From an optimization exercise on the open Yosys and OpenROAD flow, aimed at small area and a short achievable clock period; shortcuts taken in it are not production practice. RTL that was checked went through simulation tests only; none was proved equivalent to the original. No activity file was given, so power comes from the tool's default toggle rates.

## link_engine
module link_engine (
    input  wire        clk,
    input  wire        role,           
    input  wire        op_valid,
    input  wire [11:0] op,
    output wire        op_ready,
    output reg         rsp_ok,
    output reg  [7:0]  rsp_data,
    output reg         line_req_out,
    output reg         line_dc_out
);
==> flow/config.mk <==
export PLATFORM = sky130hd
export DESIGN_NAME = link_engine
export DESIGN_NICKNAME = link_engine
export VERILOG_FILES = /design/flow/design.v
export SDC_FILE = /design/flow/constraint.sdc
export NUM_CORES = 4
export LEC_CHECK = 0
export CAP_MARGIN = 20
export CORE_MARGIN = 2
export CORE_UTILIZATION = 70
export CTS_BUF_LIST = sky130_fd_sc_hd__clkbuf_16
export CTS_CLUSTER_DIAMETER = 80
export CTS_CLUSTER_SIZE = 30
export SETUP_SLACK_MARGIN = 2.95
export SLEW_MARGIN = 20
export SYNTH_HIERARCHICAL = 1
export SYNTH_MINIMUM_KEEP_SIZE = 0
==> flow/constraint.sdc <==
create_clock -name core_clock -period 5.0 [get_ports {clk}]
set_input_delay 1.0000 -clock core_clock [delete_from_list [all_inputs] [get_ports {clk}]]
set_output_delay 1.0000 -clock core_clock [all_outputs]
set_load 0.01 [all_outputs]
standard.sh (not shown) runs the stock make flow with config.mk's settings and CLKGATE_MAP_FILE= SYNTH_SCRIPT=/design/flow/synth_recipe.tcl, a recipe that flattens the netlist after the stock synthesis.
==> flow/flow/run.sh <==
#!/bin/bash
# Standard ORFS layout, with the port buffers made from buf_4 cells instead
# of the buffer that buffer_ports picks by default.
set -euo pipefail
bash standard.sh "BUFFER_PORTS_ARGS=-buffer_cell sky130_fd_sc_hd__buf_4" finish > orfs_make.log 2>&1
Next try:
--- a/flow/design.v
+++ b/flow/design.v
@@ -23,25 +23,19 @@
     reg [8*N-1:0] txm;                  
     reg [8*N-1:0] rxm;
     reg [4:0]     tx_wh, rx_wh;         
     reg [9:0]     tx_wl, rx_wl;         
     reg [4:0]     tx_rh, rx_rh;         
     reg [9:0]     tx_rl, rx_rl;         
-    reg           tx_last_enq, rx_last_enq;   
+    reg           tx_ne, tx_full, rx_ne, rx_full;
     reg [2:0]     tx_idx, rx_idx;
     reg [7:0]     tx_byte;              
     reg [6:0]     rx_sh;                
     wire [7:0] tx_head, rx_rsp;
     wire [15:0] tx_part_n, rx_part_n;    
-    wire       tx_eq, rx_eq;
-    le_ptr_eq tx_peq (.wh(tx_wh), .wl(tx_wl), .rh(tx_rh), .rl(tx_rl), .eq(tx_eq));
-    le_ptr_eq rx_peq (.wh(rx_wh), .wl(rx_wl), .rh(rx_rh), .rl(rx_rl), .eq(rx_eq));
-    wire tx_full = tx_eq & tx_last_enq;
-    wire rx_full = rx_eq & rx_last_enq;
-    wire tx_ne   = ~(tx_eq & ~tx_last_enq);
-    wire rx_ne   = ~(rx_eq & ~rx_last_enq);
+    wire       tx_wr_to_rd, tx_rd_to_wr, rx_wr_to_rd, rx_rd_to_wr;
     wire [4:0] tx_whf = tx_wh | {5{tx_full}};
     wire [4:0] rx_whf = rx_wh | {5{rx_full}};
     genvar s;
     generate
         for (s = 0; s < N; s = s + 1) begin : g_slot
             always @(posedge clk) begin
@@ -51,12 +45,16 @@
                     rxm[8*s +: 8] <= {op[0], rx_sh};
             end
         end
     endgenerate
     le_head_mux tx_mux (.rh(tx_rh), .rl(tx_rl), .m(txm), .part_n(tx_part_n));
     le_head_mux rx_mux (.rh(rx_rh), .rl(rx_rl), .m(rxm), .part_n(rx_part_n));
+    le_ptr_cmp tx_cmp (.wh(tx_wh), .wl(tx_wl), .rh(tx_rh), .rl(tx_rl),
+                       .wr_next_is_rd(tx_wr_to_rd), .rd_next_is_wr(tx_rd_to_wr));
+    le_ptr_cmp rx_cmp (.wh(rx_wh), .wl(rx_wl), .rh(rx_rh), .rl(rx_rl),
+                       .wr_next_is_rd(rx_wr_to_rd), .rd_next_is_wr(rx_rd_to_wr));
     wire tx_pending = (tx_idx != 3'd7) || tx_ne;
     wire       grp_cmd_n, grp_edge_n;
     wire [3:0] sub_n;
     le_nand3 u_gcmd  (.a(op_valid), .b(~op[11]), .c(~op[10]), .y(grp_cmd_n));
     le_nand3 u_gedge (.a(op_valid), .b(op[11]),  .c(~op[10]), .y(grp_edge_n));
     le_nand2 u_sub0  (.a(~op[9]), .b(~op[8]), .y(sub_n[0]));
@@ -135,36 +133,42 @@
                 line_req_out <= 1'b0;
             end else begin
                 ls           <= S_IDLE;
             end
         end
         if (is_init) begin
-            tx_last_enq <= 1'b0;
+            tx_ne   <= 1'b0;
+            tx_full <= 1'b0;
             tx_idx  <= 3'd7;
         end else if (tx_enq) begin
-            tx_last_enq <= 1'b1;
+            tx_ne   <= 1'b1;
+            tx_full <= tx_wr_to_rd;
         end else if (t2) begin
             if (tx_idx != 3'd7)
                 tx_idx <= tx_idx_inc;
             else if (tx_ne) begin
                 tx_idx  <= 3'd0;
-                tx_last_enq <= 1'b0;
+                tx_full <= 1'b0;
+                tx_ne   <= !tx_rd_to_wr;
             end
         end
         if (tx_idx == 3'd7)
             tx_byte <= tx_ne ? tx_head : op[7:0];
         if (is_init) begin
-            rx_last_enq <= 1'b0;
+            rx_ne   <= 1'b0;
+            rx_full <= 1'b0;
             rx_idx  <= 3'd7;
         end else if (t8) begin
             rx_idx <= rx_idx + 3'd1;
             if (rx_enq) begin
-                rx_last_enq <= 1'b1;
+                rx_ne   <= 1'b1;
+                rx_full <= rx_wr_to_rd;
             end
         end else if (rx_deq) begin
-            rx_last_enq <= 1'b0;
+            rx_full <= 1'b0;
+            rx_ne   <= !rx_rd_to_wr;
         end
         if (t8)
             rx_sh <= {op[0], rx_sh[6:1]};
         if (is_init) begin
             tx_wl <= 10'h3FE;  tx_wh <= 5'h1E;
             tx_rl <= 10'h001;  tx_rh <= 5'h01;
@@ -217,20 +221,26 @@
             end
             assign part_n[2*b]   = |col[11:0];
             assign part_n[2*b+1] = |col[24:12];
         end
     endgenerate
 endmodule
-module le_ptr_eq (
+module le_ptr_cmp (
     input  wire [4:0] wh,
     input  wire [9:0] wl,
     input  wire [4:0] rh,
     input  wire [9:0] rl,
-    output wire       eq
-);
-    assign eq = |(~wl & rl) & |(~wh & rh);
+    output wire       wr_next_is_rd,
+    output wire       rd_next_is_wr
+);
+    wire [9:0] wl_n = {wl[8:0], wl[9]};
+    wire [9:0] rl_n = {rl[8:0], rl[9]};
+    wire [4:0] wh_n = wl[9] ? wh : {wh[3:0], wh[4]};
+    wire [4:0] rh_n = rl[9] ? {rh[3:0], rh[4]} : rh;
+    assign wr_next_is_rd = |(~wl_n & rl) & |(~wh_n & rh);
+    assign rd_next_is_wr = |(rl_n & ~wl) & |(rh_n & ~wh);
 endmodule
 module le_oai22 (
     input  wire a1, a2, b1, b2,
     output wire y
 );
     assign y = ~((a1 | a2) & (b1 | b2));
Outcome: Clock skew decreases by 23 ps; power went down by 7.8%; count of clock-buffer cells in the layout is lower by 2; utilization shrinks by 7.0 points; sequential share of layout area rises by 4.5 points; cell count decreases by 2.5%; worst setup slack is better by 470 ps; cell area came out lower by 6.4%; global-route usage fell by 1.8 points; routed wire length falls by 8.7%; synthesized area went up by 1.4%.
The RTL of the first run of this note was laid out without a check of its function.

-- afterwards: timing with drivers on the ports --
The flow's constraints put no driver on any port. The routed layouts listed below were extracted and timed again, unchanged, in two steps. Step 1 sets driving cells, clkbuf_16 on the clock port and buf_2 on the other inputs (assumed; they add their load-dependent delay and slew). Step 2 also shifts input and output timing later by t, the mid clock arrival at the registers, as if the neighbouring blocks saw the same clock. Slacks: ideal ports / drivers / drivers and shift; pairs: ideal ports / drivers.
run | shift t [ns] | setup WS [ns] | clock arrival spread, ns
the first run | 0.661 | 2.438 / 2.438 / 2.265 | 0.047 / 0.047
the second run | 0.646 | 2.909 / 2.851 / 2.278 | 0.022 / 0.022
After both steps every run listed still meets setup and hold. The setup slack of the second run, which loses most, moves by -0.058 ns with the drivers and by -0.631 ns with both steps.
